Context: an optimization exercise on an open-source flow, tuned for small area, a short achievable clock period and few clock cycles per item. The choices shown serve that exercise and are no tape-out recipe. The RTL was checked by simulation tests, not by an equivalence proof against the original design. No activity file was given, so power comes from the tool's default toggle rates.

==> flow/design.v (excerpt) <==
module bse (
    input  wire        clk,
    input  wire        rst,
    input  wire        cmd_valid,
    output wire        cmd_ready,
    input  wire [31:0] cmd,
    input  wire [63:0] a0,
    input  wire [63:0] a1,
    input  wire [63:0] a2,
    input  wire [63:0] a3,
    output reg         done,
    output reg  [63:0] r0,
    output wire [63:0] r1,
    output reg  [2:0]  err,
    output reg  [6:0]  sticky
);
For scale: roughly 1500 flip-flops, about 430 I/O pins, about 0.085 sq mm of cells after synthesis.
==> flow/config.mk <==
export PLATFORM = sky130hd
export DESIGN_NAME = bse
export DESIGN_NICKNAME = bse
export VERILOG_FILES = /design/flow/design.v
export SDC_FILE = /design/flow/constraint.sdc
export NUM_CORES = 8
export LEC_CHECK = 0
export ABC_AREA = 1
export CAP_MARGIN = 20
export CORE_MARGIN = 2
export CORE_UTILIZATION = 50
export PLACE_DENSITY = 0.6
export SLEW_MARGIN = 20
export SETUP_SLACK_MARGIN = 10
export CTS_ARGS = -sink_clustering_enable -repair_clock_nets -dont_use_dummy_load
==> flow/constraint.sdc <==
create_clock -name core_clock -period 15.0 [get_ports {clk}]
set_input_delay 3.0000 -clock core_clock [delete_from_list [all_inputs] [get_ports {clk}]]
set_output_delay 3.0000 -clock core_clock [all_outputs]
set_load 0.01 [all_outputs]
standard.sh (not shown) runs the stock make flow with config.mk's settings and CLKGATE_MAP_FILE= SYNTH_SCRIPT=/design/flow/synth_recipe.tcl, a recipe that flattens the netlist after the stock synthesis.
==> flow/flow/run.sh <==
#!/bin/bash
# Own layout flow: the standard flow (standard.sh, which runs ORFS from
# the standard synthesis to the final layout), unchanged except that
#  - the timing repair after floorplan, CTS and global route aims for a setup
#    slack of SETUP_SLACK_MARGIN ns instead of 0, and
#  - clock tree synthesis inserts no dummy loads.
# The clock period, the SDC and every other setting are the design's and
# config.mk's.
set -euo pipefail
cat >> config.mk <<'CFG'
export SETUP_SLACK_MARGIN = 10
export CTS_ARGS = -sink_clustering_enable -repair_clock_nets -dont_use_dummy_load
CFG
bash standard.sh > standard.log 2>&1
Testbench counts at the start, summed over its fixed seeds: cycles 33,253, cmds 32,000.
Next try:
--- a/flow/design.v
+++ b/flow/design.v
@@ -337,25 +337,25 @@
     integer kk, mm;
     always @(*) begin
         for (kk = 0; kk < 4; kk = kk + 1) begin
             u_bsel[kk*8 +: 4]     = u_rsoh & {4{!u_hk[kk]}};
             u_bsel[kk*8 + 4 +: 4] = u_rsoh & {4{ u_hk[kk]}};
             for (mm = 0; mm < 3; mm = mm + 1)
                 n_plc[kk*3 + mm] = (n_st[6:5] + mm[1:0] == kk[1:0]);
         end
     end
     wire [63:0] bd;
     always @(posedge clk) begin
         dc_bsel <= u_bsel;
-        dc_rot  <= (!bsel && op_wr) ? 12'd0 : {u_r2, u_r1, u_r0};
+        dc_rot  <= {u_r2, u_r1, u_r0};
         dc_sh   <= u_st[4:0];
         if (bsel) begin
             dc_rlo   <= x_shr ? shr_lo : 7'd0;
             dc_rk    <= x_shl ? shl_hi : x_shr ? 7'd64 - shr_lo : 7'd64;
             dc_wsoh  <= (x_run && x_wr) ? (4'b0001 << x_sd) : 4'd0;
             dc_words <= 8'b11 << {x_cw, 1'b0};
             dc_vop   <= x_vop;
         end else begin
             dc_rlo   <= i_b;
             dc_rk    <= rd_k;
             dc_wsoh  <= (ok && op_wr && i_c != 7'd0) ? dsel : 4'd0;
             dc_words <= n_words;
@@ -495,40 +495,40 @@
                    ({32{oh[2]}} & b[95:64]) | ({32{oh[3]}} & b[127:96]);
         end
     endfunction
     wire [95:0] win = {sel4(dc_rot[11:8], banks), sel4(dc_rot[7:4], banks),
                        sel4(dc_rot[3:0], banks)};
     wire [63:0] vrev;
     genvar gv;
     generate
         for (gv = 0; gv < 64; gv = gv + 1) begin : VR
             assign vrev[gv] = dc_val[63 - gv];
         end
     endgenerate
-    wire [95:0] sin    = win | ({96{dc_wrn}} & {vrev, 32'd0});
+    wire [95:0] sin    = dc_wrn ? {vrev, 32'd0} : win;
     wire [95:0] win_sh = sin >> dc_sh;
     wire [6:0]  rhi    = dc_rlo + dc_rk;
     wire [63:0] rmask  = therm(dc_rlo) & ~therm(rhi);
     wire [63:0] X      = win_sh[63:0] & rmask;
-    reg [63:0] bd1, bd0;
+    reg [63:0] bdr;
     always @(*) begin
         case (dc_vop)
-            V_NOT:   begin bd1 = 64'd0;   bd0 = ~64'd0;  end
-            V_AND:   begin bd1 = dc_val;  bd0 = 64'd0;   end
-            V_OR:    begin bd1 = ~64'd0;  bd0 = dc_val;  end
-            V_XOR:   begin bd1 = ~dc_val; bd0 = dc_val;  end
-            default: begin bd1 = ~64'd0;  bd0 = 64'd0;   end
+            V_NOT:   bdr = ~X;
+            V_AND:   bdr = dc_val & X;
+            V_OR:    bdr = dc_val | X;
+            V_XOR:   bdr = dc_val ^ X;
+            default: bdr = X;
         endcase
     end
-    assign bd = (X & bd1) | (~X & bd0);
+    assign bd = bdr;
     wire [95:0] y;
     generate
         for (gv = 0; gv < 96; gv = gv + 1) begin : YR
             assign y[gv] = win_sh[95 - gv];
         end
     endgenerate
     wire [31:0] tlo = ~32'd0 << dc_plo;
     wire [31:0] thi = ~(~32'd0 << dc_phi) | (32'd1 << dc_phi);
     generate
         for (gk = 0; gk < 4; gk = gk + 1) begin : K
             wire [31:0] yk = ({32{dc_plc[gk*3 + 0]}} & y[31:0]) |
                              ({32{dc_plc[gk*3 + 1]}} & y[63:32]) |
- sequential cell count is unchanged
- power is higher slightly
- die area climbs by a few percent
- register-to-register slack improves by 0.53 ns
- non-clock buffer count came out lower by 48
- via count goes down by a few percent
- hold slack loses 0.013 ns
- global-route usage went down by 6.8 points
- combinational power is higher by a few percent
- clock-buffer cell count climbs by 4
- design area is higher by a few percent
- cell count went up by a few percent
- first-iteration DRC count came out lower by about a fifth
- setup slack gains 0.53 ns
Testbench counts after the change, summed over its fixed seeds: cycles 33,253, cmds 32,000.

-- separate check: timing with driven ports --
In the flow no input, the clock included, has a driving cell. The finished layouts below were timed again as built, in two steps.
Step 1 sets driving cells, clkbuf_16 on the clock port and buf_2 on the other inputs (assumed; they add their load-dependent delay and slew).
Step 2, shift: input delay + t, output delay - t, t = (earliest + latest rising clock arrival at the registers) / 2. This alone moves slack from input paths to output paths.
Slacks: ideal ports / drivers / drivers and shift; pairs: ideal ports / drivers.
| run | t, ns | setup WS [ns] | worst setup path after step 2 | worst register clock-pin slew, ns | cell pins on the clock port's net |
|---|---|---|---|---|---|
| the first run | 0.904 | 9.261 / 9.261 / 9.170 | input to register | 0.08 / 0.08 | 1 |
| the second run | 0.886 | 9.793 / 9.793 / 9.280 | input to register | 0.07 / 0.07 | 1 |
After both steps every run listed still meets setup and hold. The setup slack of the second run, which loses most, moves by 0.000 ns with the drivers and by -0.513 ns with both steps.
